Context: an optimization exercise on an open-source flow, tuned for small area, a short achievable clock period and few clock cycles per item. The choices shown serve that exercise and are no tape-out recipe.
In this exercise RTL edits were held to simulation tests only and were not proved equivalent to the original.

main:
==> flow/design.v (excerpt) <==
module gf_alu (
    input  wire        clk,
    input  wire        rst,
    input  wire        start,
    input  wire [7:0]  op,
    input  wire [31:0] a,
    input  wire [31:0] b,
    output wire        ready,
    output reg         done,
    output wire [31:0] result,
    output reg         err,
    output wire [7:0]  errcode
);
Settings: LEC_CHECK=0, CAP_MARGIN=20, CORE_MARGIN=2, CORE_UTILIZATION=30, SETUP_SLACK_MARGIN=2.8, SLEW_MARGIN=20, TNS_END_PERCENT=0; clock period 7.0 ns.
run.sh (not shown) runs the stock make flow with config.mk's settings and CLKGATE_MAP_FILE= SYNTH_SCRIPT=/design/flow/synth_recipe.tcl, a recipe that flattens the netlist after the stock synthesis.
Testbench counts of main, summed over its fixed seeds: cycles 4,818, items 3,200.
#### Input delta (the feature branch over main)
diff --git a/flow/design.v b/flow/design.v
--- a/flow/design.v
+++ b/flow/design.v
@@ -63,50 +63,32 @@
     input  wire [9:0] s,
     input  wire [9:0] c,
     output wire [9:0] e
 );
     wire [9:0] g0 = s & c;
     wire [9:0] p0 = s ^ c;
-    reg [9:0] g, p;
-    integer i, j, k;
+    reg [9:0] g [0:4];
+    reg [9:0] p [0:4];
+    integer i, k;
     always @(*) begin
-        g = g0;
-        p = p0;
-        for (k = 0; k < 4; k = k + 1)
-            for (i = 0; i < 10; i = i + 1)
-                if ((i >> k) & 1) begin
-                    j = ((i >> k) << k) - 1;
-                    g[i] = g[i] | (p[i] & g[j]);
-                    p[i] = p[i] & p[j];
+        g[0] = g0;
+        p[0] = p0;
+        for (k = 0; k < 4; k = k + 1) begin
+            for (i = 0; i < 10; i = i + 1) begin
+                if (i >= (1 << k)) begin
+                    g[k + 1][i] = g[k][i] | (p[k][i] & g[k][i - (1 << k)]);
+                    p[k + 1][i] = p[k][i] & p[k][i - (1 << k)];
+                end else begin
+                    g[k + 1][i] = g[k][i];
+                    p[k + 1][i] = p[k][i];
                 end
+            end
+        end
     end
-    wire       gall = g[9];
-    wire [9:0] cin  = {g[8:0] | (p[8:0] & {9{gall}}), gall};
-    assign e = p0 ^ cin;
-endmodule
-module gf_pow4 (
-    input  wire       f10,
-    input  wire [9:0] x,
-    output wire [9:0] y
-);
-    reg [36:0] c10;
-    reg [28:0] c8;
-    integer i;
-    always @(*) begin
-        c10 = 37'd0;
-        c8  = 29'd0;
-        for (i = 0; i < 10; i = i + 1)
-            c10[4 * i] = x[i];
-        for (i = 0; i < 8; i = i + 1)
-            c8[4 * i] = x[i];
-        for (i = 36; i >= 10; i = i - 1)
-            if (c10[i]) c10 = c10 ^ (37'h409 << (i - 10));
-        for (i = 28; i >= 8; i = i - 1)
-            if (c8[i]) c8 = c8 ^ (29'h11B << (i - 8));
-    end
-    assign y = f10 ? c10[9:0] : {2'b00, c8[7:0]};
+    wire       gall = g[4][9];
+    assign e = s + c + {9'd0, gall};
 endmodule
 module gf8_exp_lo (
     input  wire [3:0] addr,
     output wire [7:0] data
 );
     wire [127:0] tab = 128'h3513F8A196722E1AFF5533110F050301;
@@ -914,15 +896,16 @@
                 c_in   = 10'd0;
             end
             default: cls_in = C_ILL;
         endcase
     end
     wire       loop = (cls == C_LOOP);
-    wire [9:0] p4, x2;
-    gf_pow4 u_p4  (.f10(f10), .x(p),  .y(p4));
-    gf_sq   u_sqx (.f10(f10), .x(x),  .y(x2));
+    wire [9:0] p2, p4, x2;
+    gf_sq u_sq1 (.f10(f10), .x(p),  .y(p2));
+    gf_sq u_sq2 (.f10(f10), .x(p2), .y(p4));
+    gf_sq u_sqx (.f10(f10), .x(x),  .y(x2));
     wire       texp = (cls == C_EXP);
     wire [7:0] exp_lo, exp_hi;
     gf8_exp_lo u_lo (.addr(p[3:0]), .data(exp_lo));
     gf8_exp_hi u_hi (.addr(p[7:4]), .data(exp_hi));
     wire [9:0] ma = loop ? p4 : texp ? {2'b00, exp_lo} : p;
     wire [9:0] mb = texp ? {2'b00, exp_hi} : q;
### Flow results
Compared to main, the feature branch shows a narrower setup margin. Summary of the comparison: pre-CTS setup slack is higher in the feature branch, relative to main. Taking main as the reference, in the feature branch via count +329, final cell count +18, total wire length after detailed routing +4.4%, aggregate negative setup slack ~0 delta. The feature branch: area of the mapped netlist higher than main.
Testbench counts of the feature branch, summed over its fixed seeds: cycles 4,818, items 3,200.

Another version of the RTL of gf_alu (not shown whole).
Size: ~1400 cells after synthesis, roughly 70 flip-flops.
==> module gf_alu, before the edit <==
module gf_alu (
    input  wire        clk,
    input  wire        rst,
    input  wire        start,
    input  wire [7:0]  op,
    input  wire [31:0] a,
    input  wire [31:0] b,
    output wire        ready,
    output reg         done,
    output wire [31:0] result,
    output reg         err,
    output wire [7:0]  errcode
);
    localparam [2:0] C_ADD  = 3'd0;    
    localparam [2:0] C_MUL  = 3'd1;    
    localparam [2:0] C_POW  = 3'd2;    
    localparam [2:0] C_LOOP = 3'd3;    
    localparam [2:0] C_ERRZ = 3'd4;    
    localparam [2:0] C_ILL  = 3'd5;    
    localparam [2:0] C_EXP  = 3'd6;    
    localparam [2:0] C_LOG  = 3'd7;    
    reg        errz;
    reg  [9:0] res;
    assign result  = {22'd0, res};
    assign errcode = {3'b000, err, 3'b000, errz};
    reg        v1;          
    reg  [2:0] cls;
    reg        f10;         
    reg  [9:0] p, q;        
    reg  [9:0] s;           
    reg  [9:0] c;           
    reg  [9:0] x;           
    reg  [1:0] cnt;         
    wire last    = (cls != C_POW) && !((cls == C_LOOP) && (cnt != 2'd0));
    assign ready = ~v1 | last;
    wire accept  = start & ready;
    wire       fin = op[5];                     
    wire [9:0] am  = {a[9:8] & {2{fin}}, a[7:0]};
    wire [9:0] bm  = {b[9:8] & {2{fin}}, b[7:0]};
    wire       a8z  = (a[7:0] == 8'd0);
    wire       a10z = a8z & (a[9:8] == 2'd0);
    wire [9:0] a2;
    gf_sq u_sqa (.f10(fin), .x(am), .y(a2));
    wire [7:0] log_a;
    gf8_log_rom u_log (.addr(a[7:0]), .data(log_a));
    wire [9:0] u10 = b[9:0], v10 = b[19:10], w10 = b[29:20], z10 = {8'd0, b[31:30]};
    wire [9:0] s10a = u10 ^ v10 ^ w10;
    wire [9:0] k10a = (u10 & v10) | (u10 & w10) | (v10 & w10);
    wire [9:0] c10a = {k10a[8:0], k10a[9]};
    wire [9:0] s10  = s10a ^ c10a ^ z10;
    wire [9:0] k10b = (s10a & c10a) | (s10a & z10) | (c10a & z10);
    wire [9:0] c10  = {k10b[8:0], k10b[9]};
    wire [7:0] u8 = b[7:0], v8 = b[15:8], w8 = b[23:16], z8 = b[31:24];
    wire [7:0] s8a = u8 ^ v8 ^ w8;
    wire [7:0] k8a = (u8 & v8) | (u8 & w8) | (v8 & w8);
    wire [7:0] c8a = {k8a[6:0], k8a[7]};
    wire [7:0] s8  = s8a ^ c8a ^ z8;
    wire [7:0] k8b = (s8a & c8a) | (s8a & z8) | (c8a & z8);
    wire [7:0] c8  = {k8b[6:0], k8b[7]};
    reg [2:0] cls_in;
    reg [9:0] p_in, q_in, s_in, c_in;
    always @(*) begin
        p_in = am;
        q_in = bm;
        s_in = fin ? s10 : {s8, 2'b11};      
        c_in = fin ? c10 : {c8, 2'b00};
        case (op)
            8'h10, 8'h20: begin cls_in = C_ADD; p_in = am ^ bm; end
            8'h11, 8'h21: cls_in = C_MUL;
            8'h14: begin
                cls_in = C_EXP;
                c_in   = {2'b00, a[7:0]};
            end
            8'h15: begin
                cls_in = a8z ? C_ERRZ : C_LOG;
                c_in   = {2'b00, log_a};
            end
            8'h12: begin
                cls_in = a8z ? C_ERRZ : C_EXP;
                c_in   = {2'b00, ~log_a};
            end
            8'h13, 8'h23: begin cls_in = C_POW; q_in = a2; end
            8'h22: begin
                cls_in = a10z ? C_ERRZ : C_POW;
                q_in   = a2;
                s_in   = 10'd1022;
                c_in   = 10'd0;
            end
            default: cls_in = C_ILL;
        endcase
    end
    wire       loop = (cls == C_LOOP);
    wire [9:0] p4, x2;
    gf_pow4 u_p4  (.f10(f10), .x(p),  .y(p4));
    gf_sq   u_sqx (.f10(f10), .x(x),  .y(x2));
    wire       texp = (cls == C_EXP);
    wire [7:0] exp_lo, exp_hi;
    gf8_exp_lo u_lo (.addr(c[3:0]), .data(exp_lo));
    gf8_exp_hi u_hi (.addr(c[7:4]), .data(exp_hi));
    wire [9:0] ma = loop ? p4 : texp ? {2'b00, exp_lo} : p;
    wire [9:0] mb = texp ? {2'b00, exp_hi} : q;
    wire [9:0] mp;
    gf_mul u_mul (.f10(f10), .a(ma), .b(mb), .p(mp));
    wire [9:0] e;
    eac_add10 u_eac (.s(s), .c(c), .e(e));
    reg [9:0] p_first, q_first;
    always @(*) begin
        case (e[9:8])
            2'd0:    p_first = 10'd1;
            2'd1:    p_first = p;
            2'd2:    p_first = q;
            default: p_first = mp;
        endcase
        case (e[7:6])
            2'd0:    q_first = 10'd1;
            2'd1:    q_first = p;
            2'd2:    q_first = q;
            default: q_first = mp;
        endcase
    end
    reg [9:0] q_loop;
    always @(*) begin
        case (s[9:8])
            2'd0:    q_loop = 10'd1;
            2'd1:    q_loop = x;
            2'd2:    q_loop = x2;
            default: q_loop = c;
        endcase
    end
    always @(posedge clk) begin
        err  <= (cls == C_ERRZ) || (cls == C_ILL);
        errz <= (cls == C_ERRZ);
        case (cls)
            C_ADD:                  res <= p;
            C_LOG:                  res <= c;
            C_ERRZ, C_ILL:          res <= 10'd0;
            default:                res <= mp;
        endcase
    end
    always @(posedge clk) begin
        if (rst) begin
            v1   <= 1'b0;
            done <= 1'b0;
        end else begin
            done <= 1'b0;
            if (v1) begin
                if (last) begin
                    v1   <= 1'b0;
                    done <= 1'b1;
                end
                case (cls)
                    C_POW: begin
                        x   <= p;
                        c   <= mp;
                        p   <= p_first;
                        q   <= q_first;
                        s   <= {e[5:0], 4'd0};
                        cnt <= f10 ? 2'd3 : 2'd2;
                        cls <= C_LOOP;
                    end
                    C_LOOP: begin
                        p   <= mp;
                        q   <= q_loop;
                        s   <= {s[7:0], 2'b00};
                        cnt <= cnt - 2'd1;
                    end
                    default: ;
                endcase
            end
            if (accept) begin
                v1  <= 1'b1;
                cls <= cls_in;
                f10 <= fin;
                p   <= p_in;
                q   <= q_in;
                s   <= s_in;
                c   <= c_in;
            end
        end
    end
endmodule
Settings: LEC_CHECK=0, CAP_MARGIN=20, CORE_MARGIN=2, CORE_UTILIZATION=30, SETUP_SLACK_MARGIN=2.4, SLEW_MARGIN=20, TNS_END_PERCENT=0; clock period 7.0 ns.
The starting point produced a clean layout.
Testbench counts at the start, summed over its fixed seeds: cycles 4,818, items 3,200.
Change:
--- a/flow/design.v
+++ b/flow/design.v
@@ -848,9 +848,8 @@
     localparam [2:0] C_LOOP = 3'd3;    
     localparam [2:0] C_ERRZ = 3'd4;    
     localparam [2:0] C_ILL  = 3'd5;    
     localparam [2:0] C_EXP  = 3'd6;    
-    localparam [2:0] C_LOG  = 3'd7;    
     reg        errz;
     reg  [9:0] res;
     assign result  = {22'd0, res};
     assign errcode = {3'b000, err, 3'b000, errz};
@@ -897,19 +896,16 @@
         c_in = fin ? c10 : {c8, 2'b00};
         case (op)
             8'h10, 8'h20: begin cls_in = C_ADD; p_in = am ^ bm; end
             8'h11, 8'h21: cls_in = C_MUL;
-            8'h14: begin
-                cls_in = C_EXP;
-                c_in   = {2'b00, a[7:0]};
-            end
+            8'h14: cls_in = C_EXP;
             8'h15: begin
-                cls_in = a8z ? C_ERRZ : C_LOG;
-                c_in   = {2'b00, log_a};
+                cls_in = a8z ? C_ERRZ : C_ADD;
+                p_in   = {2'b00, log_a};
             end
             8'h12: begin
                 cls_in = a8z ? C_ERRZ : C_EXP;
-                c_in   = {2'b00, ~log_a};
+                p_in   = {2'b00, ~log_a};
             end
             8'h13, 8'h23: begin cls_in = C_POW; q_in = a2; end
             8'h22: begin
                 cls_in = a10z ? C_ERRZ : C_POW;
@@ -925,10 +921,10 @@
     gf_pow4 u_p4  (.f10(f10), .x(p),  .y(p4));
     gf_sq   u_sqx (.f10(f10), .x(x),  .y(x2));
     wire       texp = (cls == C_EXP);
     wire [7:0] exp_lo, exp_hi;
-    gf8_exp_lo u_lo (.addr(c[3:0]), .data(exp_lo));
-    gf8_exp_hi u_hi (.addr(c[7:4]), .data(exp_hi));
+    gf8_exp_lo u_lo (.addr(p[3:0]), .data(exp_lo));
+    gf8_exp_hi u_hi (.addr(p[7:4]), .data(exp_hi));
     wire [9:0] ma = loop ? p4 : texp ? {2'b00, exp_lo} : p;
     wire [9:0] mb = texp ? {2'b00, exp_hi} : q;
     wire [9:0] mp;
     gf_mul u_mul (.f10(f10), .a(ma), .b(mb), .p(mp));
@@ -962,9 +958,8 @@
         err  <= (cls == C_ERRZ) || (cls == C_ILL);
         errz <= (cls == C_ERRZ);
         case (cls)
             C_ADD:                  res <= p;
-            C_LOG:                  res <= c;
             C_ERRZ, C_ILL:          res <= 10'd0;
             default:                res <= mp;
         endcase
     end
After rerunning: The new run ran to the end with no violations; routed wire length went down by 3.6%; utilization stays flat; synthesized area went up by 2.2%; fmax went up by 4.0%; cell count went up by 1.9%; non-clock buffer count went down by 2; via count hardly moves; setup slack improves by 180 ps.
Testbench counts after the change, summed over its fixed seeds: cycles 4,818, items 3,200.

## afterwards: timing with drivers on the ports
In the flow no input, the clock included, has a driving cell. The finished layouts below were timed again as built, in two steps. Step 1: set_driving_cell puts a clkbuf_16 on clk and a buf_2 on each other input, an assumption about the parent block. Step 2 also shifts input and output timing later by t, the mid clock arrival at the registers, as if the neighbouring blocks saw the same clock. Slacks: ideal ports / drivers / drivers and shift; pairs: ideal ports / drivers.
run	shift t [ns]	setup slack, ns	hold slack, ns	clock arrival spread, ns
main	0.367	2.830 / 2.830 / 2.477	0.485 / 0.485 / 0.485	0.009 / 0.009
the feature branch	0.389	2.529 / 2.548 / 2.160	0.511 / 0.511 / 0.511	0.009 / 0.009
the first run of note 2	0.367	2.302 / 2.314 / 1.946	0.549 / 0.549 / 0.549	0.007 / 0.007
the second run of note 2	0.374	2.482 / 2.484 / 2.109	0.481 / 0.481 / 0.481	0.007 / 0.007
After both steps every run listed still meets setup and hold. The setup slack of the second run of note 2, which loses most, moves by +0.002 ns with the drivers and by -0.373 ns with both steps.
